Background: an optimization exercise with open tools, aiming at small area, a short achievable clock period and few clock cycles per item. Do not read the settings as production practice. Function was checked by simulation only, so behaviour that the tests miss may differ from the original. Power is estimated from default activity; no workload was simulated.

==> flow/design.v (outline; a module is shown in full before it is edited, if it fits) <==
// module fir_mac_rhe: 1889 lines
module fir_mac_rhe (
    input  wire        clk,
    input  wire        rst,         
    input  wire        in_valid,
    output wire        in_ready,
    input  wire [31:0] in_coef,
    input  wire [31:0] in_sample,
    input  wire        in_last,
    input  wire [5:0]  in_shift,
    output reg         out_valid,
    output reg  [31:0] out_data
);
  // ...
==> flow/run.sh <==
#!/bin/bash
# synth_recipe.tcl (not shown) runs the flow's synth.tcl, then flattens the netlist and writes it again
# the make line also repeats each setting of config.mk as NAME=value (left out here)
make -C /OpenROAD-flow-scripts/flow DESIGN_CONFIG=/design/flow/config.mk WORK_HOME=/design/flow/orfs CLKGATE_MAP_FILE= SYNTH_SCRIPT=/design/flow/synth_recipe.tcl finish
==> flow/config.mk <==
export PLATFORM = sky130hd
export DESIGN_NAME = fir_mac_rhe
export DESIGN_NICKNAME = fir_mac_rhe
export VERILOG_FILES = /design/flow/design.v
export SDC_FILE = /design/flow/constraint.sdc
export NUM_CORES = 4
export LEC_CHECK = 0
export ABC_AREA = 1
export CAP_MARGIN = 20
export CORE_MARGIN = 2
export CORE_UTILIZATION = 40
export PLACE_DENSITY = 0.6
export SLEW_MARGIN = 20
==> flow/constraint.sdc <==
create_clock -name core_clock -period 10.0 [get_ports {clk}]
set_input_delay 2.0000 -clock core_clock [delete_from_list [all_inputs] [get_ports {clk}]]
set_output_delay 2.0000 -clock core_clock [all_outputs]
set_load 0.01 [all_outputs]
==> qor.csv, run 1 <==
stage,metric,value,unit
sta,"Slew Viols, Final",0,
cells_and_area,comb_multi_in,3186,
cells_and_area,"Net count, final",5148,
placement,post-place setup slack,4.60,ns
yosys,"area leader, netlist",dfxtp_1,
yosys,largest family of logic cells by synthesized area,adder cells,
critical_path,CP max-delay cell,buf_4,
critical_path,RR Endpoint,acc[65],
placement,Post-DP HPWL,99.1,mm
cells_and_area,final core occ,0.439,
global_routing,M2 GR Usage,0.408,
yosys,synth cell count leaders,"703 x inv_1, 683 x nand2_1, 432 x xor2_1",
die,Std-Cell Rows,112,
cells_and_area,share of layout cells above drive strength 1,0.0518,
power,leakage,0.0187,uW
placement,placed insts,5775,
yosys,sequential share of the synthesized area,0.227,
run_status,outcome,"complete, no violations",
yosys,Synth warnings,1,
clock_network,Clock Path Buffers,3,
clock_network,Worst-Skew Late Latency,0.64,ns
clock_network,CTS buffer count,49,
clock_network,CTS clock-pin slew for the worst setup and hold paths,0.05,ns
power,PwrDens,307,nW/um^2
critical_path,Setup Crit Path Kind,reg2reg,
placement,GP Congestion,1.01,
detailed_routing,DR DRC count,0,
cells_and_area,signal buffers share of area,0.0414,
cells_and_area,fraction of area in multi-input gates,0.605,
power,Biggest consumer,combinational logic,
global_routing,GRT Total Usage,0.283,
cells_and_area,Largest register FFs,76,
yosys,Post-synth EDFFs,0,
sta,hold slack,0.325,ns
Testbench counts, summed over its fixed seeds: cycles 26,362, items 26,330.
==> run 2, diff against run 1 <==
--- a/flow/design.v
+++ b/flow/design.v
@@ -992,21 +992,21 @@
         pp_c60[1] <= ~e9[33];
         pp_c60[2] <= e10[30];
         pp_c61[1] <= e10[31];
         pp_c62[1] <= e10[32];
         pp_c63[0] <= ~e10[33];
         l1  <= l0 & ~rst;
         sh1 <= sh0;
     end
-    reg r1, r2;
+    reg r1;
     reg l2;
+    reg clr;    
     reg [5:0] sh2;
     reg [75:0] acc;
-    wire clr = l2 | r2;
     wire hs37 = pp_c3[0] ^ pp_c3[1];
     wire hc37 = pp_c3[0] & pp_c3[1];
     wire hs38 = pp_c4[0] ^ pp_c4[1];
     wire hc38 = pp_c4[0] & pp_c4[1];
     wire hs39 = pp_c5[0] ^ pp_c5[1];
     wire hc39 = pp_c5[0] & pp_c5[1];
     wire fs225 = pp_c6[0] ^ pp_c6[1] ^ pp_c6[2];
     wire fc225 = (pp_c6[0] & pp_c6[1]) | (pp_c6[0] & pp_c6[2]) | (pp_c6[1] & pp_c6[2]);
@@ -1119,134 +1119,134 @@
     wire fs279 = pp_c60[0] ^ pp_c60[1] ^ pp_c60[2];
     wire fc279 = (pp_c60[0] & pp_c60[1]) | (pp_c60[0] & pp_c60[2]) | (pp_c60[1] & pp_c60[2]);
     wire hs40 = pp_c0[0] ^ pp_c0[1];
     wire hc40 = pp_c0[0] & pp_c0[1];
     wire hs41 = pp_c1[0] ^ (acc[1] & ~clr);
     wire hc41 = pp_c1[0] & (acc[1] & ~clr);
     wire hs42 = pp_c2[0] ^ (acc[2] & ~clr);
     wire hc42 = pp_c2[0] & (acc[2] & ~clr);
-    wire fs280 = pp_c3[2] ^ (acc[3] & ~clr) ^ hs37;
-    wire fc280 = (pp_c3[2] & (acc[3] & ~clr)) | (pp_c3[2] & hs37) | ((acc[3] & ~clr) & hs37);
-    wire fs281 = (acc[4] & ~clr) ^ hc37 ^ hs38;
-    wire fc281 = ((acc[4] & ~clr) & hc37) | ((acc[4] & ~clr) & hs38) | (hc37 & hs38);
-    wire fs282 = (acc[5] & ~clr) ^ hc38 ^ hs39;
-    wire fc282 = ((acc[5] & ~clr) & hc38) | ((acc[5] & ~clr) & hs39) | (hc38 & hs39);
-    wire fs283 = (acc[6] & ~clr) ^ hc39 ^ fs225;
-    wire fc283 = ((acc[6] & ~clr) & hc39) | ((acc[6] & ~clr) & fs225) | (hc39 & fs225);
-    wire fs284 = (acc[7] & ~clr) ^ fc225 ^ fs226;
-    wire fc284 = ((acc[7] & ~clr) & fc225) | ((acc[7] & ~clr) & fs226) | (fc225 & fs226);
-    wire fs285 = (acc[8] & ~clr) ^ fc226 ^ fs227;
-    wire fc285 = ((acc[8] & ~clr) & fc226) | ((acc[8] & ~clr) & fs227) | (fc226 & fs227);
-    wire fs286 = (acc[9] & ~clr) ^ fc227 ^ fs228;
-    wire fc286 = ((acc[9] & ~clr) & fc227) | ((acc[9] & ~clr) & fs228) | (fc227 & fs228);
-    wire fs287 = (acc[10] & ~clr) ^ fc228 ^ fs229;
-    wire fc287 = ((acc[10] & ~clr) & fc228) | ((acc[10] & ~clr) & fs229) | (fc228 & fs229);
-    wire fs288 = (acc[11] & ~clr) ^ fc229 ^ fs230;
-    wire fc288 = ((acc[11] & ~clr) & fc229) | ((acc[11] & ~clr) & fs230) | (fc229 & fs230);
-    wire fs289 = (acc[12] & ~clr) ^ fc230 ^ fs231;
-    wire fc289 = ((acc[12] & ~clr) & fc230) | ((acc[12] & ~clr) & fs231) | (fc230 & fs231);
-    wire fs290 = (acc[13] & ~clr) ^ fc231 ^ fs232;
-    wire fc290 = ((acc[13] & ~clr) & fc231) | ((acc[13] & ~clr) & fs232) | (fc231 & fs232);
-    wire fs291 = (acc[14] & ~clr) ^ fc232 ^ fs233;
-    wire fc291 = ((acc[14] & ~clr) & fc232) | ((acc[14] & ~clr) & fs233) | (fc232 & fs233);
-    wire fs292 = (acc[15] & ~clr) ^ fc233 ^ fs234;
-    wire fc292 = ((acc[15] & ~clr) & fc233) | ((acc[15] & ~clr) & fs234) | (fc233 & fs234);
-    wire fs293 = (acc[16] & ~clr) ^ fc234 ^ fs235;
-    wire fc293 = ((acc[16] & ~clr) & fc234) | ((acc[16] & ~clr) & fs235) | (fc234 & fs235);
-    wire fs294 = (acc[17] & ~clr) ^ fc235 ^ fs236;
-    wire fc294 = ((acc[17] & ~clr) & fc235) | ((acc[17] & ~clr) & fs236) | (fc235 & fs236);
-    wire fs295 = (acc[18] & ~clr) ^ fc236 ^ fs237;
-    wire fc295 = ((acc[18] & ~clr) & fc236) | ((acc[18] & ~clr) & fs237) | (fc236 & fs237);
-    wire fs296 = (acc[19] & ~clr) ^ fc237 ^ fs238;
-    wire fc296 = ((acc[19] & ~clr) & fc237) | ((acc[19] & ~clr) & fs238) | (fc237 & fs238);
-    wire fs297 = (acc[20] & ~clr) ^ fc238 ^ fs239;
-    wire fc297 = ((acc[20] & ~clr) & fc238) | ((acc[20] & ~clr) & fs239) | (fc238 & fs239);
-    wire fs298 = (acc[21] & ~clr) ^ fc239 ^ fs240;
-    wire fc298 = ((acc[21] & ~clr) & fc239) | ((acc[21] & ~clr) & fs240) | (fc239 & fs240);
-    wire fs299 = (acc[22] & ~clr) ^ fc240 ^ fs241;
-    wire fc299 = ((acc[22] & ~clr) & fc240) | ((acc[22] & ~clr) & fs241) | (fc240 & fs241);
-    wire fs300 = (acc[23] & ~clr) ^ fc241 ^ fs242;
-    wire fc300 = ((acc[23] & ~clr) & fc241) | ((acc[23] & ~clr) & fs242) | (fc241 & fs242);
-    wire fs301 = (acc[24] & ~clr) ^ fc242 ^ fs243;
-    wire fc301 = ((acc[24] & ~clr) & fc242) | ((acc[24] & ~clr) & fs243) | (fc242 & fs243);
-    wire fs302 = (acc[25] & ~clr) ^ fc243 ^ fs244;
-    wire fc302 = ((acc[25] & ~clr) & fc243) | ((acc[25] & ~clr) & fs244) | (fc243 & fs244);
-    wire fs303 = (acc[26] & ~clr) ^ fc244 ^ fs245;
-    wire fc303 = ((acc[26] & ~clr) & fc244) | ((acc[26] & ~clr) & fs245) | (fc244 & fs245);
-    wire fs304 = (acc[27] & ~clr) ^ fc245 ^ fs246;
-    wire fc304 = ((acc[27] & ~clr) & fc245) | ((acc[27] & ~clr) & fs246) | (fc245 & fs246);
-    wire fs305 = (acc[28] & ~clr) ^ fc246 ^ fs247;
-    wire fc305 = ((acc[28] & ~clr) & fc246) | ((acc[28] & ~clr) & fs247) | (fc246 & fs247);
-    wire fs306 = (acc[29] & ~clr) ^ fc247 ^ fs248;
-    wire fc306 = ((acc[29] & ~clr) & fc247) | ((acc[29] & ~clr) & fs248) | (fc247 & fs248);
-    wire fs307 = (acc[30] & ~clr) ^ fc248 ^ fs249;
-    wire fc307 = ((acc[30] & ~clr) & fc248) | ((acc[30] & ~clr) & fs249) | (fc248 & fs249);
-    wire fs308 = (acc[31] & ~clr) ^ fc249 ^ fs250;
-    wire fc308 = ((acc[31] & ~clr) & fc249) | ((acc[31] & ~clr) & fs250) | (fc249 & fs250);
-    wire fs309 = (acc[32] & ~clr) ^ fc250 ^ fs251;
-    wire fc309 = ((acc[32] & ~clr) & fc250) | ((acc[32] & ~clr) & fs251) | (fc250 & fs251);
-    wire fs310 = (acc[33] & ~clr) ^ fc251 ^ fs252;
-    wire fc310 = ((acc[33] & ~clr) & fc251) | ((acc[33] & ~clr) & fs252) | (fc251 & fs252);
-    wire fs311 = (acc[34] & ~clr) ^ fc252 ^ fs253;
-    wire fc311 = ((acc[34] & ~clr) & fc252) | ((acc[34] & ~clr) & fs253) | (fc252 & fs253);
-    wire fs312 = (acc[35] & ~clr) ^ fc253 ^ fs254;
-    wire fc312 = ((acc[35] & ~clr) & fc253) | ((acc[35] & ~clr) & fs254) | (fc253 & fs254);
-    wire fs313 = (acc[36] & ~clr) ^ fc254 ^ fs255;
-    wire fc313 = ((acc[36] & ~clr) & fc254) | ((acc[36] & ~clr) & fs255) | (fc254 & fs255);
-    wire fs314 = (acc[37] & ~clr) ^ fc255 ^ fs256;
-    wire fc314 = ((acc[37] & ~clr) & fc255) | ((acc[37] & ~clr) & fs256) | (fc255 & fs256);
-    wire fs315 = (acc[38] & ~clr) ^ fc256 ^ fs257;
-    wire fc315 = ((acc[38] & ~clr) & fc256) | ((acc[38] & ~clr) & fs257) | (fc256 & fs257);
-    wire fs316 = (acc[39] & ~clr) ^ fc257 ^ fs258;
-    wire fc316 = ((acc[39] & ~clr) & fc257) | ((acc[39] & ~clr) & fs258) | (fc257 & fs258);
-    wire fs317 = (acc[40] & ~clr) ^ fc258 ^ fs259;
-    wire fc317 = ((acc[40] & ~clr) & fc258) | ((acc[40] & ~clr) & fs259) | (fc258 & fs259);
-    wire fs318 = (acc[41] & ~clr) ^ fc259 ^ fs260;
-    wire fc318 = ((acc[41] & ~clr) & fc259) | ((acc[41] & ~clr) & fs260) | (fc259 & fs260);
-    wire fs319 = (acc[42] & ~clr) ^ fc260 ^ fs261;
-    wire fc319 = ((acc[42] & ~clr) & fc260) | ((acc[42] & ~clr) & fs261) | (fc260 & fs261);
-    wire fs320 = (acc[43] & ~clr) ^ fc261 ^ fs262;
-    wire fc320 = ((acc[43] & ~clr) & fc261) | ((acc[43] & ~clr) & fs262) | (fc261 & fs262);
-    wire fs321 = (acc[44] & ~clr) ^ fc262 ^ fs263;
-    wire fc321 = ((acc[44] & ~clr) & fc262) | ((acc[44] & ~clr) & fs263) | (fc262 & fs263);
-    wire fs322 = (acc[45] & ~clr) ^ fc263 ^ fs264;
-    wire fc322 = ((acc[45] & ~clr) & fc263) | ((acc[45] & ~clr) & fs264) | (fc263 & fs264);
-    wire fs323 = (acc[46] & ~clr) ^ fc264 ^ fs265;
-    wire fc323 = ((acc[46] & ~clr) & fc264) | ((acc[46] & ~clr) & fs265) | (fc264 & fs265);
-    wire fs324 = (acc[47] & ~clr) ^ fc265 ^ fs266;
-    wire fc324 = ((acc[47] & ~clr) & fc265) | ((acc[47] & ~clr) & fs266) | (fc265 & fs266);
-    wire fs325 = (acc[48] & ~clr) ^ fc266 ^ fs267;
-    wire fc325 = ((acc[48] & ~clr) & fc266) | ((acc[48] & ~clr) & fs267) | (fc266 & fs267);
-    wire fs326 = (acc[49] & ~clr) ^ fc267 ^ fs268;
-    wire fc326 = ((acc[49] & ~clr) & fc267) | ((acc[49] & ~clr) & fs268) | (fc267 & fs268);
-    wire fs327 = (acc[50] & ~clr) ^ fc268 ^ fs269;
-    wire fc327 = ((acc[50] & ~clr) & fc268) | ((acc[50] & ~clr) & fs269) | (fc268 & fs269);
-    wire fs328 = (acc[51] & ~clr) ^ fc269 ^ fs270;
-    wire fc328 = ((acc[51] & ~clr) & fc269) | ((acc[51] & ~clr) & fs270) | (fc269 & fs270);
-    wire fs329 = (acc[52] & ~clr) ^ fc270 ^ fs271;
-    wire fc329 = ((acc[52] & ~clr) & fc270) | ((acc[52] & ~clr) & fs271) | (fc270 & fs271);
-    wire fs330 = (acc[53] & ~clr) ^ fc271 ^ fs272;
-    wire fc330 = ((acc[53] & ~clr) & fc271) | ((acc[53] & ~clr) & fs272) | (fc271 & fs272);
-    wire fs331 = (acc[54] & ~clr) ^ fc272 ^ fs273;
-    wire fc331 = ((acc[54] & ~clr) & fc272) | ((acc[54] & ~clr) & fs273) | (fc272 & fs273);
-    wire fs332 = (acc[55] & ~clr) ^ fc273 ^ fs274;
-    wire fc332 = ((acc[55] & ~clr) & fc273) | ((acc[55] & ~clr) & fs274) | (fc273 & fs274);
-    wire fs333 = (acc[56] & ~clr) ^ fc274 ^ fs275;
-    wire fc333 = ((acc[56] & ~clr) & fc274) | ((acc[56] & ~clr) & fs275) | (fc274 & fs275);
-    wire fs334 = (acc[57] & ~clr) ^ fc275 ^ fs276;
-    wire fc334 = ((acc[57] & ~clr) & fc275) | ((acc[57] & ~clr) & fs276) | (fc275 & fs276);
-    wire fs335 = (acc[58] & ~clr) ^ fc276 ^ fs277;
-    wire fc335 = ((acc[58] & ~clr) & fc276) | ((acc[58] & ~clr) & fs277) | (fc276 & fs277);
-    wire fs336 = (acc[59] & ~clr) ^ fc277 ^ fs278;
-    wire fc336 = ((acc[59] & ~clr) & fc277) | ((acc[59] & ~clr) & fs278) | (fc277 & fs278);
-    wire fs337 = (acc[60] & ~clr) ^ fc278 ^ fs279;
-    wire fc337 = ((acc[60] & ~clr) & fc278) | ((acc[60] & ~clr) & fs279) | (fc278 & fs279);
-    wire fs338 = ~pp_c61[1] ^ (acc[61] & ~clr) ^ fc279;
-    wire fc338 = (~pp_c61[1] & (acc[61] & ~clr)) | (~pp_c61[1] & fc279) | ((acc[61] & ~clr) & fc279);
+    wire fs280 = pp_c3[2] ^ hs37 ^ (acc[3] & ~clr);
+    wire fc280 = (pp_c3[2] & hs37) | (pp_c3[2] & (acc[3] & ~clr)) | (hs37 & (acc[3] & ~clr));
+    wire fs281 = hc37 ^ hs38 ^ (acc[4] & ~clr);
+    wire fc281 = (hc37 & hs38) | (hc37 & (acc[4] & ~clr)) | (hs38 & (acc[4] & ~clr));
+    wire fs282 = hc38 ^ hs39 ^ (acc[5] & ~clr);
+    wire fc282 = (hc38 & hs39) | (hc38 & (acc[5] & ~clr)) | (hs39 & (acc[5] & ~clr));
+    wire fs283 = hc39 ^ fs225 ^ (acc[6] & ~clr);
+    wire fc283 = (hc39 & fs225) | (hc39 & (acc[6] & ~clr)) | (fs225 & (acc[6] & ~clr));
+    wire fs284 = fc225 ^ fs226 ^ (acc[7] & ~clr);
+    wire fc284 = (fc225 & fs226) | (fc225 & (acc[7] & ~clr)) | (fs226 & (acc[7] & ~clr));
+    wire fs285 = fc226 ^ fs227 ^ (acc[8] & ~clr);
+    wire fc285 = (fc226 & fs227) | (fc226 & (acc[8] & ~clr)) | (fs227 & (acc[8] & ~clr));
+    wire fs286 = fc227 ^ fs228 ^ (acc[9] & ~clr);
+    wire fc286 = (fc227 & fs228) | (fc227 & (acc[9] & ~clr)) | (fs228 & (acc[9] & ~clr));
+    wire fs287 = fc228 ^ fs229 ^ (acc[10] & ~clr);
+    wire fc287 = (fc228 & fs229) | (fc228 & (acc[10] & ~clr)) | (fs229 & (acc[10] & ~clr));
+    wire fs288 = fc229 ^ fs230 ^ (acc[11] & ~clr);
+    wire fc288 = (fc229 & fs230) | (fc229 & (acc[11] & ~clr)) | (fs230 & (acc[11] & ~clr));
+    wire fs289 = fc230 ^ fs231 ^ (acc[12] & ~clr);
+    wire fc289 = (fc230 & fs231) | (fc230 & (acc[12] & ~clr)) | (fs231 & (acc[12] & ~clr));
+    wire fs290 = fc231 ^ fs232 ^ (acc[13] & ~clr);
+    wire fc290 = (fc231 & fs232) | (fc231 & (acc[13] & ~clr)) | (fs232 & (acc[13] & ~clr));
+    wire fs291 = fc232 ^ fs233 ^ (acc[14] & ~clr);
+    wire fc291 = (fc232 & fs233) | (fc232 & (acc[14] & ~clr)) | (fs233 & (acc[14] & ~clr));
+    wire fs292 = fc233 ^ fs234 ^ (acc[15] & ~clr);
+    wire fc292 = (fc233 & fs234) | (fc233 & (acc[15] & ~clr)) | (fs234 & (acc[15] & ~clr));
+    wire fs293 = fc234 ^ fs235 ^ (acc[16] & ~clr);
+    wire fc293 = (fc234 & fs235) | (fc234 & (acc[16] & ~clr)) | (fs235 & (acc[16] & ~clr));
+    wire fs294 = fc235 ^ fs236 ^ (acc[17] & ~clr);
+    wire fc294 = (fc235 & fs236) | (fc235 & (acc[17] & ~clr)) | (fs236 & (acc[17] & ~clr));
+    wire fs295 = fc236 ^ fs237 ^ (acc[18] & ~clr);
+    wire fc295 = (fc236 & fs237) | (fc236 & (acc[18] & ~clr)) | (fs237 & (acc[18] & ~clr));
+    wire fs296 = fc237 ^ fs238 ^ (acc[19] & ~clr);
+    wire fc296 = (fc237 & fs238) | (fc237 & (acc[19] & ~clr)) | (fs238 & (acc[19] & ~clr));
+    wire fs297 = fc238 ^ fs239 ^ (acc[20] & ~clr);
+    wire fc297 = (fc238 & fs239) | (fc238 & (acc[20] & ~clr)) | (fs239 & (acc[20] & ~clr));
+    wire fs298 = fc239 ^ fs240 ^ (acc[21] & ~clr);
+    wire fc298 = (fc239 & fs240) | (fc239 & (acc[21] & ~clr)) | (fs240 & (acc[21] & ~clr));
+    wire fs299 = fc240 ^ fs241 ^ (acc[22] & ~clr);
+    wire fc299 = (fc240 & fs241) | (fc240 & (acc[22] & ~clr)) | (fs241 & (acc[22] & ~clr));
+    wire fs300 = fc241 ^ fs242 ^ (acc[23] & ~clr);
+    wire fc300 = (fc241 & fs242) | (fc241 & (acc[23] & ~clr)) | (fs242 & (acc[23] & ~clr));
+    wire fs301 = fc242 ^ fs243 ^ (acc[24] & ~clr);
+    wire fc301 = (fc242 & fs243) | (fc242 & (acc[24] & ~clr)) | (fs243 & (acc[24] & ~clr));
+    wire fs302 = fc243 ^ fs244 ^ (acc[25] & ~clr);
+    wire fc302 = (fc243 & fs244) | (fc243 & (acc[25] & ~clr)) | (fs244 & (acc[25] & ~clr));
+    wire fs303 = fc244 ^ fs245 ^ (acc[26] & ~clr);
+    wire fc303 = (fc244 & fs245) | (fc244 & (acc[26] & ~clr)) | (fs245 & (acc[26] & ~clr));
+    wire fs304 = fc245 ^ fs246 ^ (acc[27] & ~clr);
+    wire fc304 = (fc245 & fs246) | (fc245 & (acc[27] & ~clr)) | (fs246 & (acc[27] & ~clr));
+    wire fs305 = fc246 ^ fs247 ^ (acc[28] & ~clr);
+    wire fc305 = (fc246 & fs247) | (fc246 & (acc[28] & ~clr)) | (fs247 & (acc[28] & ~clr));
+    wire fs306 = fc247 ^ fs248 ^ (acc[29] & ~clr);
+    wire fc306 = (fc247 & fs248) | (fc247 & (acc[29] & ~clr)) | (fs248 & (acc[29] & ~clr));
+    wire fs307 = fc248 ^ fs249 ^ (acc[30] & ~clr);
+    wire fc307 = (fc248 & fs249) | (fc248 & (acc[30] & ~clr)) | (fs249 & (acc[30] & ~clr));
+    wire fs308 = fc249 ^ fs250 ^ (acc[31] & ~clr);
+    wire fc308 = (fc249 & fs250) | (fc249 & (acc[31] & ~clr)) | (fs250 & (acc[31] & ~clr));
+    wire fs309 = fc250 ^ fs251 ^ (acc[32] & ~clr);
+    wire fc309 = (fc250 & fs251) | (fc250 & (acc[32] & ~clr)) | (fs251 & (acc[32] & ~clr));
+    wire fs310 = fc251 ^ fs252 ^ (acc[33] & ~clr);
+    wire fc310 = (fc251 & fs252) | (fc251 & (acc[33] & ~clr)) | (fs252 & (acc[33] & ~clr));
+    wire fs311 = fc252 ^ fs253 ^ (acc[34] & ~clr);
+    wire fc311 = (fc252 & fs253) | (fc252 & (acc[34] & ~clr)) | (fs253 & (acc[34] & ~clr));
+    wire fs312 = fc253 ^ fs254 ^ (acc[35] & ~clr);
+    wire fc312 = (fc253 & fs254) | (fc253 & (acc[35] & ~clr)) | (fs254 & (acc[35] & ~clr));
+    wire fs313 = fc254 ^ fs255 ^ (acc[36] & ~clr);
+    wire fc313 = (fc254 & fs255) | (fc254 & (acc[36] & ~clr)) | (fs255 & (acc[36] & ~clr));
+    wire fs314 = fc255 ^ fs256 ^ (acc[37] & ~clr);
+    wire fc314 = (fc255 & fs256) | (fc255 & (acc[37] & ~clr)) | (fs256 & (acc[37] & ~clr));
+    wire fs315 = fc256 ^ fs257 ^ (acc[38] & ~clr);
+    wire fc315 = (fc256 & fs257) | (fc256 & (acc[38] & ~clr)) | (fs257 & (acc[38] & ~clr));
+    wire fs316 = fc257 ^ fs258 ^ (acc[39] & ~clr);
+    wire fc316 = (fc257 & fs258) | (fc257 & (acc[39] & ~clr)) | (fs258 & (acc[39] & ~clr));
+    wire fs317 = fc258 ^ fs259 ^ (acc[40] & ~clr);
+    wire fc317 = (fc258 & fs259) | (fc258 & (acc[40] & ~clr)) | (fs259 & (acc[40] & ~clr));
+    wire fs318 = fc259 ^ fs260 ^ (acc[41] & ~clr);
+    wire fc318 = (fc259 & fs260) | (fc259 & (acc[41] & ~clr)) | (fs260 & (acc[41] & ~clr));
+    wire fs319 = fc260 ^ fs261 ^ (acc[42] & ~clr);
+    wire fc319 = (fc260 & fs261) | (fc260 & (acc[42] & ~clr)) | (fs261 & (acc[42] & ~clr));
+    wire fs320 = fc261 ^ fs262 ^ (acc[43] & ~clr);
+    wire fc320 = (fc261 & fs262) | (fc261 & (acc[43] & ~clr)) | (fs262 & (acc[43] & ~clr));
+    wire fs321 = fc262 ^ fs263 ^ (acc[44] & ~clr);
+    wire fc321 = (fc262 & fs263) | (fc262 & (acc[44] & ~clr)) | (fs263 & (acc[44] & ~clr));
+    wire fs322 = fc263 ^ fs264 ^ (acc[45] & ~clr);
+    wire fc322 = (fc263 & fs264) | (fc263 & (acc[45] & ~clr)) | (fs264 & (acc[45] & ~clr));
+    wire fs323 = fc264 ^ fs265 ^ (acc[46] & ~clr);
+    wire fc323 = (fc264 & fs265) | (fc264 & (acc[46] & ~clr)) | (fs265 & (acc[46] & ~clr));
+    wire fs324 = fc265 ^ fs266 ^ (acc[47] & ~clr);
+    wire fc324 = (fc265 & fs266) | (fc265 & (acc[47] & ~clr)) | (fs266 & (acc[47] & ~clr));
+    wire fs325 = fc266 ^ fs267 ^ (acc[48] & ~clr);
+    wire fc325 = (fc266 & fs267) | (fc266 & (acc[48] & ~clr)) | (fs267 & (acc[48] & ~clr));
+    wire fs326 = fc267 ^ fs268 ^ (acc[49] & ~clr);
+    wire fc326 = (fc267 & fs268) | (fc267 & (acc[49] & ~clr)) | (fs268 & (acc[49] & ~clr));
+    wire fs327 = fc268 ^ fs269 ^ (acc[50] & ~clr);
+    wire fc327 = (fc268 & fs269) | (fc268 & (acc[50] & ~clr)) | (fs269 & (acc[50] & ~clr));
+    wire fs328 = fc269 ^ fs270 ^ (acc[51] & ~clr);
+    wire fc328 = (fc269 & fs270) | (fc269 & (acc[51] & ~clr)) | (fs270 & (acc[51] & ~clr));
+    wire fs329 = fc270 ^ fs271 ^ (acc[52] & ~clr);
+    wire fc329 = (fc270 & fs271) | (fc270 & (acc[52] & ~clr)) | (fs271 & (acc[52] & ~clr));
+    wire fs330 = fc271 ^ fs272 ^ (acc[53] & ~clr);
+    wire fc330 = (fc271 & fs272) | (fc271 & (acc[53] & ~clr)) | (fs272 & (acc[53] & ~clr));
+    wire fs331 = fc272 ^ fs273 ^ (acc[54] & ~clr);
+    wire fc331 = (fc272 & fs273) | (fc272 & (acc[54] & ~clr)) | (fs273 & (acc[54] & ~clr));
+    wire fs332 = fc273 ^ fs274 ^ (acc[55] & ~clr);
+    wire fc332 = (fc273 & fs274) | (fc273 & (acc[55] & ~clr)) | (fs274 & (acc[55] & ~clr));
+    wire fs333 = fc274 ^ fs275 ^ (acc[56] & ~clr);
+    wire fc333 = (fc274 & fs275) | (fc274 & (acc[56] & ~clr)) | (fs275 & (acc[56] & ~clr));
+    wire fs334 = fc275 ^ fs276 ^ (acc[57] & ~clr);
+    wire fc334 = (fc275 & fs276) | (fc275 & (acc[57] & ~clr)) | (fs276 & (acc[57] & ~clr));
+    wire fs335 = fc276 ^ fs277 ^ (acc[58] & ~clr);
+    wire fc335 = (fc276 & fs277) | (fc276 & (acc[58] & ~clr)) | (fs277 & (acc[58] & ~clr));
+    wire fs336 = fc277 ^ fs278 ^ (acc[59] & ~clr);
+    wire fc336 = (fc277 & fs278) | (fc277 & (acc[59] & ~clr)) | (fs278 & (acc[59] & ~clr));
+    wire fs337 = fc278 ^ fs279 ^ (acc[60] & ~clr);
+    wire fc337 = (fc278 & fs279) | (fc278 & (acc[60] & ~clr)) | (fs279 & (acc[60] & ~clr));
+    wire fs338 = ~pp_c61[1] ^ fc279 ^ (acc[61] & ~clr);
+    wire fc338 = (~pp_c61[1] & fc279) | (~pp_c61[1] & (acc[61] & ~clr)) | (fc279 & (acc[61] & ~clr));
     wire fs339 = pp_c61[1] ^ ~pp_c62[1] ^ (acc[62] & ~clr);
     wire fc339 = (pp_c61[1] & ~pp_c62[1]) | (pp_c61[1] & (acc[62] & ~clr)) | (~pp_c62[1] & (acc[62] & ~clr));
     wire fs340 = pp_c62[1] ^ pp_c63[0] ^ (acc[63] & ~clr);
     wire fc340 = (pp_c62[1] & pp_c63[0]) | (pp_c62[1] & (acc[63] & ~clr)) | (pp_c63[0] & (acc[63] & ~clr));
     wire [75:0] ad0_p = {(acc[74] & ~clr), (acc[73] & ~clr), (acc[72] & ~clr), (acc[71] & ~clr), (acc[70] & ~clr), (acc[69] & ~clr), (acc[68] & ~clr), (acc[67] & ~clr), (acc[66] & ~clr), (acc[65] & ~clr), (acc[64] & ~clr), fc340, fc339, fc338, fc337, fc336, fc335, fc334, fc333, fc332, fc331, fc330, fc329, fc328, fc327, fc326, fc325, fc324, fc323, fc322, fc321, fc320, fc319, fc318, fc317, fc316, fc315, fc314, fc313, fc312, fc311, fc310, fc309, fc308, fc307, fc306, fc305, fc304, fc303, fc302, fc301, fc300, fc299, fc298, fc297, fc296, fc295, fc294, fc293, fc292, fc291, fc290, fc289, fc288, fc287, fc286, fc285, fc284, fc283, fc282, fc281, fc280, hc42, hc41, hc40, hs40} ^ {~(acc[75] & ~clr), ~(acc[74] & ~clr), ~(acc[73] & ~clr), ~(acc[72] & ~clr), ~(acc[71] & ~clr), ~(acc[70] & ~clr), ~(acc[69] & ~clr), ~(acc[68] & ~clr), ~(acc[67] & ~clr), ~(acc[66] & ~clr), ~(acc[65] & ~clr), ~(acc[64] & ~clr), fs340, fs339, fs338, fs337, fs336, fs335, fs334, fs333, fs332, fs331, fs330, fs329, fs328, fs327, fs326, fs325, fs324, fs323, fs322, fs321, fs320, fs319, fs318, fs317, fs316, fs315, fs314, fs313, fs312, fs311, fs310, fs309, fs308, fs307, fs306, fs305, fs304, fs303, fs302, fs301, fs300, fs299, fs298, fs297, fs296, fs295, fs294, fs293, fs292, fs291, fs290, fs289, fs288, fs287, fs286, fs285, fs284, fs283, fs282, fs281, fs280, hs42, hs41, (acc[0] & ~clr)};
     wire [75:0] ad0_g = {(acc[74] & ~clr), (acc[73] & ~clr), (acc[72] & ~clr), (acc[71] & ~clr), (acc[70] & ~clr), (acc[69] & ~clr), (acc[68] & ~clr), (acc[67] & ~clr), (acc[66] & ~clr), (acc[65] & ~clr), (acc[64] & ~clr), fc340, fc339, fc338, fc337, fc336, fc335, fc334, fc333, fc332, fc331, fc330, fc329, fc328, fc327, fc326, fc325, fc324, fc323, fc322, fc321, fc320, fc319, fc318, fc317, fc316, fc315, fc314, fc313, fc312, fc311, fc310, fc309, fc308, fc307, fc306, fc305, fc304, fc303, fc302, fc301, fc300, fc299, fc298, fc297, fc296, fc295, fc294, fc293, fc292, fc291, fc290, fc289, fc288, fc287, fc286, fc285, fc284, fc283, fc282, fc281, fc280, hc42, hc41, hc40, hs40} & {~(acc[75] & ~clr), ~(acc[74] & ~clr), ~(acc[73] & ~clr), ~(acc[72] & ~clr), ~(acc[71] & ~clr), ~(acc[70] & ~clr), ~(acc[69] & ~clr), ~(acc[68] & ~clr), ~(acc[67] & ~clr), ~(acc[66] & ~clr), ~(acc[65] & ~clr), ~(acc[64] & ~clr), fs340, fs339, fs338, fs337, fs336, fs335, fs334, fs333, fs332, fs331, fs330, fs329, fs328, fs327, fs326, fs325, fs324, fs323, fs322, fs321, fs320, fs319, fs318, fs317, fs316, fs315, fs314, fs313, fs312, fs311, fs310, fs309, fs308, fs307, fs306, fs305, fs304, fs303, fs302, fs301, fs300, fs299, fs298, fs297, fs296, fs295, fs294, fs293, fs292, fs291, fs290, fs289, fs288, fs287, fs286, fs285, fs284, fs283, fs282, fs281, fs280, hs42, hs41, (acc[0] & ~clr)};
     wire ad0_n0_g = ad0_g[1] | (ad0_p[1] & ad0_g[0]);
     wire ad0_n0_p = ad0_p[1] & ad0_p[0];
@@ -1693,18 +1693,18 @@
     wire ad0_n221_g = ad0_n145_g | (ad0_n145_p & ad0_n211_g);
     wire ad0_n221_p = ad0_n145_p & ad0_n211_p;
     wire ad0_n222_g = ad0_n146_g | (ad0_n146_p & ad0_n211_g);
     wire ad0_n222_p = ad0_n146_p & ad0_n211_p;
     wire ad0_n223_g = ad0_n147_g | (ad0_n147_p & ad0_n211_g);
     wire ad0_n223_p = ad0_n147_p & ad0_n211_p;
     always @(posedge clk) begin
         r1  <= rst;
-        r2  <= r1;
         l2  <= l1 & ~rst;
+        clr <= (l1 & ~rst) | r1;
         sh2 <= sh1;
         acc[0] <= (ad0_p[0] ^ 1'b0);
         acc[1] <= (ad0_p[1] ^ ad0_g[0]);
         acc[2] <= (ad0_p[2] ^ ad0_n0_g);
         acc[3] <= (ad0_p[3] ^ ad0_n38_g);
         acc[4] <= (ad0_p[4] ^ ad0_n39_g);
         acc[5] <= (ad0_p[5] ^ ad0_n76_g);
         acc[6] <= (ad0_p[6] ^ ad0_n77_g);
==> flow/flow/run.sh (new file) <==
#!/bin/bash
# Own layout flow: the standard flow (standard synthesis, floorplan,
# placement, CTS, routing) with a tighter setup repair target, so the
# resizer works toward a shorter clock period than the constraint's.
# Each tool's output goes to a log file of its own in this folder.
set -euo pipefail
MARGIN=$(cat flow/margin.txt 2>/dev/null || echo 6)
bash standard.sh synth > synth.log 2>&1
bash standard.sh SETUP_SLACK_MARGIN=$MARGIN floorplan > floorplan.log 2>&1
bash standard.sh SETUP_SLACK_MARGIN=$MARGIN place > place.log 2>&1
bash standard.sh SETUP_SLACK_MARGIN=$MARGIN cts > cts.log 2>&1
bash standard.sh SETUP_SLACK_MARGIN=$MARGIN route > route.log 2>&1
bash standard.sh SETUP_SLACK_MARGIN=$MARGIN finish > finish.log 2>&1
==> flow/flow/margin.txt (new file) <==
6
==> flow/standard.sh (new file) <==
#!/bin/bash
# synth_recipe.tcl (not shown) runs the flow's synth.tcl, then flattens the netlist and writes it again
# the make line also repeats each setting of config.mk as NAME=value (left out here)
make -C /OpenROAD-flow-scripts/flow DESIGN_CONFIG=/design/flow/config.mk WORK_HOME=/design/flow/orfs CLKGATE_MAP_FILE= SYNTH_SCRIPT=/design/flow/synth_recipe.tcl "${@:-finish}"
removed: flow/run.sh
==> qor.csv, run 2 <==
stage,metric,value,unit,change
run_status,outcome,"complete, no violations",,unchanged
critical_path,Setup Crit Path Kind,reg2reg,,unchanged
die,DIE AREA,96400,um^2,was 96800 um^2
power,switch share,0.482,,was 0.489
job,number of max-cap violations,0,,unchanged
sta,setup ws final,5.98,ns,was 5.12 ns
detailed_routing,DR DRC count,0,,unchanged
clock_network,Clock Path Buffers,3,,unchanged
cells_and_area,"commonest cells after routing, fill and taps aside","675 x inv_1, 663 x nand2_1, 431 x xor2_1, 404 x dfxtp_1, 403 x nand3_1",,"was 703 x inv_1, 683 x nand2_1, 432 x xor2_1, 413 x dfxtp_1, 401 x nand3_1"
cells_and_area,diode count,0,,unchanged
clock_network,Worst-Skew Late Latency,0.63,ns,was 0.64 ns
yosys,sequential share of the synthesized area,0.228,,was 0.227
critical_path,RR Endpoint,pp_c28[1],,was acc[65]
yosys,"area leader, netlist",dfxtp_1,,unchanged
critical_path,R2R cell count,9,,was 23
critical_path,crit-path most repeated cell,fa_1,,was nand2_1
placement,GP Congestion,0.999,,was 1.01
power,PwrDens,307,nW/um^2,about the same
sta,Clock Skew,0.0315,ns,was 0.0231 ns
clock_network,CTS clock-pin slew for the worst setup and hold paths,0.06,ns,was 0.05 ns
sta,"Slew Viols, Final",0,,unchanged
detailed_routing,final wirelength,140,mm,was 139 mm
global_routing,initial antenna violation count,3,,was 2
power,Total Power,12800,uW,was 12600 uW
placement,post-place setup slack,4.70,ns,was 4.60 ns
power,Clk pwr share,0.151,,was 0.145
hold_path,worst min path class,reg2reg,,unchanged
critical_path,data required time of the critical path,10.48,ns,was 10.52 ns
hold_path,"Endpoint, Worst Hold",sh1[4],,was sh1[2]
global_routing,GRT Total Usage,0.283,,about the same
power,Worst VDD drop,259,uV,was 248 uV
die,Die Wd,311,um,about the same
yosys,Post-Syn Instances,4700,,was 4719
critical_path,"critical path, cell by cell",clkinvlp_4 -> buf_4 -> o22ai_1 -> a221oi_1 -> xor2_1 -> ha_1 -> fa_1 -> fa_1 -> fa_1,,was nor2_4 -> buf_4 -> inv_1 -> buf_4 -> nor2_1 -> ha_1 -> inv_1 -> fa_1 -> nor2_1 -> a211oi_1 -> o21ai_1 -> nand2_1 -> nand2_1 -> nand3_1 -> nand2_1 -> nand2_1 -> nand2_1 -> buf_4 -> nand2_1 -> nand2_1 -> inv_1 -> fa_1 -> xnor2_1
clock_network,CTS H-tree lvls,2,,unchanged
yosys,Syn Nets,5276,,was 5295
yosys,Area contributors post-synth,"dfxtp_1 23%, fa_1 18%, xor2_1 10%",,unchanged
sta,worst slew pin tran,1.27,ns,was 1.19 ns
clock_network,CTS tree,built,,unchanged
detailed_routing,vias after detailed routing,34101,,was 34552
die,Starting Density,0.403,,was 0.404
yosys,Netlist cell types,47,,unchanged
critical_path,crit-path max cell delay,0.66,ns,was 0.51 ns
die,Die Y,311,um,about the same
yosys,Synth Flop Type,dfxtp_1,,unchanged
cells_and_area,"Net count, final",5168,,was 5148
critical_path,CP Launch Type,flop,,unchanged
power,total net switching power,6150,uW,was 6170 uW
hold_path,Hold Path Origin,sh0[4],,was sh0[2]
die,Std-Cell Rows,112,,unchanged
yosys,syn avg cell area,8.00,um^2,about the same
critical_path,CP endpoint kind,flop,,unchanged
global_routing,largest net degree at the start of global routing,63,,was 61
cells_and_area,"Most flops, register",acc,,unchanged
yosys,ys async rst share,0,,unchanged
yosys,Yosys reg bits,428,,unchanged
global_routing,GR Overflow Total,0,,unchanged
sta,Max Freq,249,MHz,was 205 MHz
critical_path,CP max-delay cell,dfxtp_2,,was buf_4
yosys,most frequent cell after synthesis,inv_1,,unchanged
detailed_routing,Via density,5.80,,was 5.89
placement,Post-DP HPWL,99.1,mm,about the same
die,Ports,108,,unchanged
sta,Fin. Hold Viols,0,,unchanged
yosys,Synth warnings,1,,unchanged
cells_and_area,final core occ,0.446,,was 0.439
critical_path,FF-to-FF setup slack,5.98,ns,was 5.12 ns
clock_network,CTS buffer count,47,,was 49
yosys,Post-Synthesis Cell Area,37600,um^2,was 37700 um^2
detailed_routing,Routed Antenna Nets,0,,unchanged
power,sequential share of power,0.229,,was 0.233
yosys,synth cell count leaders,"693 x inv_1, 670 x nand2_1, 431 x xor2_1",,"was 703 x inv_1, 683 x nand2_1, 432 x xor2_1"
power,Pint,6610,uW,was 6450 uW
cells_and_area,"most common cell after layout, fill and taps aside",inv_1,,unchanged
clock_network,CTS sink count,428,,unchanged
critical_path,worst r2r src,x_r[17],,was l2
detailed_routing,post-DR wirelength/cell,23.7,um,was 23.8 um
yosys,top cell type's share of synthesized area,0.228,,was 0.227
cells_and_area,area grow syn2layout,10.7,%,was 8.77%
sta,final setup fails,0,,unchanged
sta,Setup TNS,0,ns,unchanged
critical_path,"Max FO, Critical Path",12,,was 56
detailed_routing,drt pass-1 iters,10,,was 9
cells_and_area,share of layout cells above drive strength 1,0.0728,,was 0.0518
cells_and_area,Regs by FF count,"acc (76), x3_r (33), out_data (32)",,unchanged
global_routing,first-pass GRT wire length,211,mm,about the same
placement,port bufs,106,,unchanged
clock_network,hold buffer count at cts,0,,unchanged
die,area of the core,93200,um^2,was 93500 um^2
sta,Final min period,4.02,ns,was 4.88 ns
power,combinational share of power,0.619,,was 0.622
sta,RSZ-0062 raised after global routing,yes,,was no
sta,Final Cycle Share,0.402,,was 0.488
sta,slew margin rel.,0.146,,was 0.208
yosys,Post-synth EDFFs,0,,unchanged
cells_and_area,filler cell count,9304,,was 9430
critical_path,crit path DAT,4.49,ns,was 5.40 ns
global_routing,number of global-route vias before repair,33525,,was 33857
cells_and_area,Largest register FFs,76,,unchanged
power,leakage,0.0189,uW,was 0.0187 uW
hold_path,hold path cells,0,,unchanged
clock_network,CTS root buf,clkbuf_16,,unchanged
detailed_routing,Iter 0 DRT Violations,4716,,was 4961
## run 2: changes by cell type after synthesis, sizes merged, moves of 4 or more
cell,previous run,this run
nor2,203,207
clkbuf,299,305
nand3,406,414
nand2,693,688
inv,712,700
buf,90,82
a21oi,89,80
## run 2: per-stage QoR
| step | hold WS (ns) | instances | cell area, um^2 |
|---|---|---|---|
| final | 0.325 | 5882 | 41600 |
| after global routing | 0.334 | 5882 | 41600 |
| after CTS | 0.328 | 5867 | 41400 |
| after detailed placement | 0.314 | 5760 | 39300 |
| after global placement | 0.311 | 5760 | 39300 |
| after floorplan | 0.310 | 4700 | 37600 |
## run 2: cell families (layout without fill, tap and decap cells)
| logic type | Yosys count | count (layout) | share of synthesized area |
|---|---|---|---|
| other | 1 | 1 | 0.0000998 |
| AO/OA/AOI/OAI | 830 | 830 | 0.157 |
| AND/OR/NAND/NOR | 1374 | 1374 | 0.158 |
| buffers and inverters | 1093 | 1021 | 0.111 |
| adder cells (fa/ha/maj) | 502 | 502 | 0.235 |
| flip-flops | 428 | 428 | 0.228 |
| XOR/XNOR | 472 | 472 | 0.110 |
## run 2: final cells by class
type	instances	area, um^2	share of cell area
repair buffers	221	1990	0.0479
clock inverters	27	402	0.00965
clock buffers	58	1310	0.0315
inverters	706	2710	0.0651
flip-flops and latches	428	8600	0.207
multi-input cells	3179	25000	0.600
well taps	1254	1570	0.0377
repair inverters	9	47.5	0.00114
## run 2: power groups by stage
stage	Sequential (uW)	Clock, uW	Combinational [uW]
after floorplan	2610	0	5880
final	2930	1930	7900
after CTS	2900	1970	7790
after global placement	2940	0	7590
after detailed placement	2940	0	7700
after global routing	2950	2040	9140
## run 2: worst max-delay path by stage
stage / startpoint / end / slack [ns] / cells past startpoint
global placement: in_coef[1] / x3_r[29] / 4.78 / 18
CTS: clr / acc[65] / 6.00 / 20
detailed placement: in_coef[1] / x3_r[29] / 4.70 / 18
global route: pp_c9[0] / acc[65] / 5.97 / 18
floorplan: in_coef[0] / x3_r[18] / 6.01 / 15
finish: x_r[17] / pp_c28[1] / 5.98 / 9
## run 2: what timing repair did
action                     4_1_cts  5_1_grt
buffers inserted                14       13
gates cloned                     8        1
setup endpoints to repair       92       79
gates resized for setup         55       41
pin swaps                        6        8
## run 2: critical path, delay by kind of cell (launching register included)
family | cells | cell delay [ns]
buffers and inverters | 2 | 0.61
AO/OA/AOI/OAI | 2 | 0.20
adder cells (fa/ha/maj) | 4 | 1.85
flip-flops | 1 | 0.66
XOR/XNOR | 1 | 0.55
## run 2: metal layers
metal,GRT usage,wire (um),vias to the layer above
li1,-,-,15377
met1,0.364,55800,15664
met2,0.411,56400,2367
met3,0.109,18300,687
met4,0.148,9250,6
met5,0.00148,41,-
Testbench counts of run 2, summed over its fixed seeds: cycles 26,362, items 26,330.
==> run 3, diff against run 2 <==
==> flow/flow/margin.txt (replaced) <==
6.5
==> qor.csv, run 3 <==
stage,metric,value,unit,change
sta,Clock Skew,0.0332,ns,was 0.0315 ns
detailed_routing,post-DR wirelength/cell,24.6,um,was 23.7 um
cells_and_area,Reg area,8690,um^2,was 8600 um^2
sta,RSZ-0062 raised after global routing,yes,,unchanged
power,sequential share of power,0.196,,was 0.229
clock_network,CTS sink count,428,,unchanged
power,Pint,7790,uW,was 6610 uW
yosys,Syn Nets,5276,,unchanged
cells_and_area,"Net count, final",5300,,was 5168
die,Ports,108,,unchanged
die,Std-Cell Rows,112,,unchanged
cells_and_area,Non-Filler Instances,6019,,was 5882
sta,final setup fails,0,,unchanged
power,PwrDens,332,nW/um^2,was 307 nW/um^2
cells_and_area,final core occ,0.484,,was 0.446
job,number of max-cap violations,0,,unchanged
critical_path,data required time of the critical path,10.51,ns,was 10.48 ns
global_routing,GRT Total Usage,0.293,,was 0.283
sta,worst slew pin tran,0.965,ns,was 1.27 ns
critical_path,CP max-delay cell,dfxtp_2,,unchanged
power,leakage,0.0203,uW,was 0.0189 uW
cells_and_area,"commonest cells after routing, fill and taps aside","635 x inv_1, 608 x nand2_1, 426 x xor2_1, 390 x nand3_1, 384 x dfxtp_1",,"was 675 x inv_1, 663 x nand2_1, 431 x xor2_1, 404 x dfxtp_1, 403 x nand3_1"
die,area of the core,93200,um^2,unchanged
yosys,Synth warnings,1,,unchanged
yosys,Netlist cell types,47,,unchanged
cells_and_area,area grow syn2layout,20.0,%,was 10.7%
cells_and_area,"most common cell after layout, fill and taps aside",inv_1,,unchanged
detailed_routing,final wirelength,148,mm,was 140 mm
critical_path,"Max FO, Critical Path",12,,unchanged
critical_path,"critical path, cell by cell",clkinvlp_4 -> buf_4 -> o22ai_1 -> a221oi_1 -> xor2_1 -> ha_1 -> fa_1 -> fa_2 -> fa_1,,was clkinvlp_4 -> buf_4 -> o22ai_1 -> a221oi_1 -> xor2_1 -> ha_1 -> fa_1 -> fa_1 -> fa_1
placement,GP Congestion,0.997,,was 0.999
power,combinational share of power,0.671,,was 0.619
yosys,Synth Flop Type,dfxtp_1,,unchanged
placement,Post-DP HPWL,99.2,mm,was 99.1 mm
global_routing,initial antenna violation count,3,,unchanged
detailed_routing,Iter 0 DRT Violations,5712,,was 4716
critical_path,Setup Crit Path Kind,reg2reg,,unchanged
yosys,top cell type's share of synthesized area,0.228,,unchanged
clock_network,CTS H-tree lvls,2,,unchanged
critical_path,crit-path max cell delay,0.61,ns,was 0.66 ns
critical_path,CP bufs+invs,2,,unchanged
clock_network,CTS buffer count,48,,was 47
cells_and_area,Regs by FF count,"acc (76), x3_r (33), out_data (32)",,unchanged
critical_path,crit-path most repeated cell,fa_1,,unchanged
run_status,outcome,"complete, no violations",,unchanged
die,DIE AREA,96400,um^2,unchanged
clock_network,CTS tree,built,,unchanged
sta,Setup TNS,0,ns,unchanged
sta,Max Freq,281,MHz,was 249 MHz
yosys,Post-synth EDFFs,0,,unchanged
detailed_routing,Routed Antenna Nets,0,,unchanged
placement,post-place setup slack,4.94,ns,was 4.70 ns
power,switch share,0.480,,was 0.482
critical_path,CP startpoint,x_r[13],,was x_r[17]
placement,port bufs,106,,unchanged
die,Starting Density,0.403,,unchanged
power,total net switching power,7200,uW,was 6150 uW
power,Worst VDD drop,316,uV,was 259 uV
detailed_routing,Via density,5.95,,was 5.80
yosys,synth cell count leaders,"693 x inv_1, 670 x nand2_1, 431 x xor2_1",,unchanged
critical_path,worst r2r src,x_r[13],,was x_r[17]
sta,hold slack,0.327,ns,was 0.325 ns
yosys,"area leader, netlist",dfxtp_1,,unchanged
die,Die Wd,311,um,unchanged
critical_path,crit path DAT,4.07,ns,was 4.49 ns
die,Die Y,311,um,unchanged
hold_path,worst min path class,reg2reg,,unchanged
sta,"Slew Viols, Final",0,,unchanged
detailed_routing,vias after detailed routing,35839,,was 34101
global_routing,number of global-route vias before repair,34187,,was 33525
critical_path,CP Launch Type,flop,,unchanged
critical_path,Top delay family on crit path,adder cells,,unchanged
clock_network,Worst-Skew Late Latency,0.64,ns,was 0.63 ns
cells_and_area,"Most flops, register",acc,,unchanged
global_routing,largest net degree at the start of global routing,63,,unchanged
global_routing,first-pass GRT wire length,218,mm,was 211 mm
yosys,sequential share of the synthesized area,0.228,,unchanged
yosys,Area contributors post-synth,"dfxtp_1 23%, fa_1 18%, xor2_1 10%",,unchanged
placement,placed insts,5755,,was 5760
sta,Final min period,3.56,ns,was 4.02 ns
yosys,Yosys reg bits,428,,unchanged
power,Clk pwr share,0.132,,was 0.151
clock_network,CTS clock-pin slew for the worst setup and hold paths,0.06,ns,about the same
cells_and_area,multi-input logic area,26400,um^2,was 25000 um^2
sta,Final Cycle Share,0.356,,was 0.402
clock_network,Clock Path Buffers,3,,unchanged
yosys,Post-Synthesis Cell Area,37600,um^2,unchanged
detailed_routing,DR DRC count,0,,unchanged
yosys,syn avg cell area,8.00,um^2,unchanged
cells_and_area,filler cell count,8947,,was 9304
critical_path,CP endpoint kind,flop,,unchanged
global_routing,GR Overflow Total,0,,unchanged
yosys,Post-Syn Instances,4700,,unchanged
hold_path,Hold Path Origin,sh1[2],,was sh0[4]
cells_and_area,Largest register FFs,76,,unchanged
yosys,ys async rst share,0,,unchanged
sta,Fin. Hold Viols,0,,unchanged
detailed_routing,drt pass-1 iters,13,,was 10
sta,setup ws final,6.44,ns,was 5.98 ns
sta,slew margin rel.,0.357,,was 0.146
clock_network,CTS root buf,clkbuf_16,,unchanged
cells_and_area,share of layout cells above drive strength 1,0.158,,was 0.0728
yosys,most frequent cell after synthesis,inv_1,,unchanged
==> run 3: cell count changes in the layout (fill, tap and decap cells not counted), sizes merged, moves of 3 or more <==
cell,delta
buf,+110
bufbuf,+5
clkbuf,+8
clkdlybuf4s15,+3
clkdlybuf4s50,-50
clkinvlp,+24
dlygate4sd2,+25
dlymetal6s2s,+18
inv,-8
==> run 3: final timing paths <==
path / end / slack [ns] / cells after the start
setup / recovery: pp_c36[1] / 6.44 / 9
hold / removal: sh2[2] / 0.33 / 0
setup reg to reg: pp_c36[1] / 6.44 / 9
hold reg to reg: sh2[2] / 0.33 / 0
==> run 3: per-layer routing <==
metal / track usage / part of all wire / up-vias
met1: 0.371 / 0.38 / 16620
met3: 0.110 / 0.13 / 875
met5: 0 / 0.00033 / -
met4: 0.156 / 0.079 / 2
met2: 0.431 / 0.41 / 2642
li1: - / - / 15700
==> run 3: cell families after synthesis <==
group / count (synthesis) / synth area share
AOI/OAI and AO/OA: 830 / 0.157
xor gates and xnor gates: 472 / 0.110
adders and majority gates: 502 / 0.235
buffers and inverters: 1093 / 0.111
DFF: 428 / 0.228
other: 1 / 0.0000998
and+or+nand+nor: 1374 / 0.158
==> run 3: area by class of cell <==
type	instances	area share
repair inverters	19	0.00255
inverters	706	0.0618
flip-flops and latches	428	0.193
clock inverters	32	0.0103
diodes	2	0.000111
multi-input cells	3180	0.586
repair buffers	341	0.0830
clock buffers	57	0.0287
well taps	1254	0.0348
==> run 3: stage by stage <==
step | instance area (um^2) | total power (uW)
finish | 45100 | 15000
global route | 45100 | 16300
CTS | 43100 | 13500
detailed placement | 39400 | 10700
global placement | 39400 | 10500
floorplan | 37700 | 8530
==> run 3: repair_timing <==
action                     4_1_cts  5_1_grt
setup endpoints to repair      202      143
gates resized for setup        324      301
cloned                          27       10
hold buffers                     0        0
pin swaps                       35       99
setup buffers                   63       72
==> run 3: power groups by stage <==
stage / combinational [uW] / sequential [uW] / clock, uW
floorplan: 5910 / 2610 / 0
global placement: 7610 / 2940 / 0
detailed placement: 7740 / 2950 / 0
CTS: 8530 / 2910 / 2020
global route: 11200 / 2970 / 2090
finish: 10100 / 2940 / 1990

## afterwards: timing with drivers on the ports
How much do the figures lean on ideal ports? The routed layouts below were timed once more, with nothing changed but the port constraints.
Step 1: set_driving_cell puts a clkbuf_16 on clk and a buf_2 on each other input, an assumption about the parent block.
Step 2 adds t to the input delays and takes it off the output delays; t is the mean of the earliest and latest rising clock arrival at the registers after step 1. Input paths then give back, and output paths get back, about the clock's delay inside the block.
a / b / c = ideal / step 1 / step 2; a / b = the first two.
run | t (ns) | setup WS [ns] | hold WS [ns]
run 1 | 0.689 | 5.121 / 5.121 / 4.592 | 0.325 / 0.325 / 0.325
run 2 | 0.682 | 5.982 / 5.982 / 5.561 | 0.325 / 0.325 / 0.325
run 3 | 0.699 | 6.443 / 6.443 / 5.803 | 0.327 / 0.327 / 0.327
After both steps setup and hold are still met in every run listed. For run 3, which loses most, drivers alone change the setup slack by 0.000 ns; drivers and shift together by -0.640 ns.
